This design comes from an exercise in tuning for small area on the open sky130 flow, not from production work.
Only simulation tests tie the RTL to the original design; equivalence was not proved.
No activity file was given, so power comes from the tool's default toggle rates.

==> flow/design.v (excerpt) <==
module debounce_ctl (
    input  wire        clk,
    input  wire        rst,
    input  wire        in_valid,
    output wire        in_ready,
    input  wire [7:0]  op,
    input  wire [31:0] period,
    input  wire [9:0]  sample,
    input  wire [31:0] num,
    input  wire [31:0] den,
    input  wire        pin_init,
    output reg         resp_valid,
    output reg         resp_ok,
    output reg         ev_reset,
    output reg         ev_reset_warm,
    output reg         ev_persist,
    output wire [7:0]  persist_val,
    output reg         ev_pulse,
    output reg         ev_diag_liveness,
    output reg         ev_diag_count,
    output wire [8:0]  diag_n,
    output reg         ev_diag_lockdown,
    output reg         ev_act,
    output reg         ev_ind,
    output reg         ev_rearm,
    output reg         act,
    output reg         ind,
    output reg         locked,
    output reg         pwm_valid,
    output wire [31:0] pwm_on,
    output wire [31:0] pwm_off
);
  ...
For scale: ~710 cells after synthesis, about 0.0067 mm² of cells after synthesis.
clock: 10.0 ns
lec_check: 0
cap_margin: 0
core_margin: 2
core_utilization: 40
slew_margin: 0
standard.sh (not shown) runs the stock make flow with config.mk's settings and CLKGATE_MAP_FILE= SYNTH_SCRIPT=/design/flow/synth_recipe.tcl, a recipe that flattens the netlist after the stock synthesis.
==> flow/flow/run.sh <==
#!/bin/bash
# Standard ORFS layout (the standard.sh), with two changes to what the
# layout adds around the design:
#  - port buffers are the smallest buffer (buf_1) instead of the default pick;
#  - the clock tree is built from small clock buffers, without dummy loads.
# Tool output: standard_sh.log here, and ORFS's own logs under orfs/logs.
set -euo pipefail
export BUFFER_PORTS_ARGS="-buffer_cell sky130_fd_sc_hd__buf_1"
export CTS_ARGS="-sink_clustering_enable -repair_clock_nets -dont_use_dummy_load -buf_list {sky130_fd_sc_hd__clkbuf_2 sky130_fd_sc_hd__clkbuf_4 sky130_fd_sc_hd__clkbuf_8}"
bash standard.sh > standard_sh.log 2>&1
Next try:
==> flow/flow/run.sh (replaced) <==
#!/bin/bash
# Standard ORFS layout (the standard.sh), with three changes to what the
# layout adds around the design:
#  - port buffers are the smallest buffer (buf_1) instead of the default pick;
#  - the clock tree is built from small clock buffers, without dummy loads;
#  - the constant outputs share one tie cell (flow/onetie.tcl, run after
#    the floorplan step's repair_tie_fanout).
# Tool output: standard_sh.log here, and ORFS's own logs under orfs/logs.
set -euo pipefail
export BUFFER_PORTS_ARGS="-buffer_cell sky130_fd_sc_hd__buf_1"
export CTS_ARGS="-sink_clustering_enable -repair_clock_nets -dont_use_dummy_load -buf_list {sky130_fd_sc_hd__clkbuf_2 sky130_fd_sc_hd__clkbuf_4 sky130_fd_sc_hd__clkbuf_8}"
export POST_FLOORPLAN_TCL="$PWD/flow/onetie.tcl"
bash standard.sh > standard_sh.log 2>&1
==> flow/flow/onetie.tcl (new file) <==
# Constant outputs: after repair_tie_fanout has given each constant load its
# own tie cell, drive all loads of each constant (low, high) from one tie cell.
proc my_merge_ties {} {
  set block [ord::get_db_block]
  foreach pin {LO HI} {
    set keep_net ""
    foreach inst [$block getInsts] {
      if {[[$inst getMaster] getName] ne "sky130_fd_sc_hd__conb_1"} { continue }
      set net [[$inst findITerm $pin] getNet]
      if {$net eq "NULL"} { continue }
      set other [[$inst findITerm [expr {$pin eq "LO" ? "HI" : "LO"}]] getNet]
      if {$other ne "NULL"} { continue }
      if {$keep_net eq ""} { set keep_net $net; continue }
      foreach it [$net getITerms] {
        if {[$it getInst] eq $inst} { continue }
        $it disconnect
        $it connect $keep_net
      }
      foreach bt [$net getBTerms] {
        $bt disconnect
        $bt connect $keep_net
      }
      [$inst findITerm $pin] disconnect
      odb::dbInst_destroy $inst
      odb::dbNet_destroy $net
    }
  }
  set n 0
  foreach inst [$block getInsts] { if {[[$inst getMaster] getName] eq "sky130_fd_sc_hd__conb_1"} { incr n } }
  puts "tie cells after merging: $n"
}
my_merge_ties
Design area barely changes.
Utilization falls by 0.12 points.
Total power hardly moves.


debounce_ctl, a different RTL version from the one above (not shown whole).
Size: about 750 cells after synthesis, ~0.0076 mm2 of cells after synthesis.
==> flow/design.v (excerpt) <==
module debounce_ctl (
    input  wire        clk,
    input  wire        rst,
    input  wire        in_valid,
    output wire        in_ready,
    input  wire [7:0]  op,
    input  wire [31:0] period,
    input  wire [9:0]  sample,
    input  wire [31:0] num,
    input  wire [31:0] den,
    input  wire        pin_init,
    output reg         resp_valid,
    output reg         resp_ok,
    output reg         ev_reset,
    output reg         ev_reset_warm,
    output reg         ev_persist,
    output wire [7:0]  persist_val,
    output reg         ev_pulse,
    output reg         ev_diag_liveness,
    output reg         ev_diag_count,
    output wire [8:0]  diag_n,
    output reg         ev_diag_lockdown,
    output reg         ev_act,
    output reg         ev_ind,
    output reg         ev_rearm,
    output reg         act,
    output reg         ind,
    output reg         locked,
    output reg         pwm_valid,
    output wire [31:0] pwm_on,
    output wire [31:0] pwm_off
);
clock: 10.0 ns
lec_check: 0
cap_margin: 20
core_margin: 2
core_utilization: 40
slew_margin: 20
==> flow/flow/run.sh <==
#!/bin/bash
# Standard ORFS layout (the standard.sh), with two changes to what the
# layout adds around the design:
#  - port buffers are the smallest buffer (buf_1) instead of the default pick;
#  - clock tree built from small clock buffers, without dummy loads.
set -euo pipefail
export BUFFER_PORTS_ARGS="-buffer_cell sky130_fd_sc_hd__buf_1"
export CTS_ARGS="-sink_clustering_enable -repair_clock_nets -dont_use_dummy_load -buf_list {sky130_fd_sc_hd__clkbuf_2 sky130_fd_sc_hd__clkbuf_4 sky130_fd_sc_hd__clkbuf_8}"
bash standard.sh > standard_sh.log 2>&1
Rerun with:
==> flow/run.sh (new file) <==
#!/bin/bash
# synth_recipe.tcl (not shown) runs the flow's synth.tcl, then flattens the netlist and writes it again
# the make line also repeats each setting of config.mk as NAME=value (left out here)
make -C /OpenROAD-flow-scripts/flow DESIGN_CONFIG=/design/flow/config.mk WORK_HOME=/design/flow/orfs CLKGATE_MAP_FILE= SYNTH_SCRIPT=/design/flow/synth_recipe.tcl finish
removed: flow/flow/run.sh
removed: flow/standard.sh
Effect:
- die area is unchanged
- synthesized area is unchanged
- critical path depth stays the same
- final area came out higher by about a fifth

==> port drivers added, routing unchanged <==
The flow's constraints put no driver on any port. The routed layouts listed below were extracted and timed again, unchanged, in two steps. Step 1 sets driving cells, clkbuf_16 on the clock port and buf_2 on the other inputs (assumed; they add their load-dependent delay and slew). Step 2 also shifts input and output timing later by t, the mid clock arrival at the registers, as if the neighbouring blocks saw the same clock. Three values: no drivers, after step 1, after step 2; two values: the first two.
| run | t (ns) | slack for setup (ns) | worst setup path after step 2 |
|---|---|---|---|
| the first run of note 1 | 0.484 | 3.085 / 3.065 / 3.065 | input to output |
| the second run of note 1 | 0.472 | 3.098 / 3.078 / 3.078 | input to output |
| the first run of note 2 | 0.488 | 1.974 / 1.952 / 1.952 | input to output |
| the second run of note 2 | 0.469 | 1.379 / 1.359 / 1.359 | input to output |
After both steps setup and hold are still met in every run listed. For the first run of note 2, which loses most, drivers alone change the setup slack by -0.022 ns; drivers and shift together by -0.022 ns.
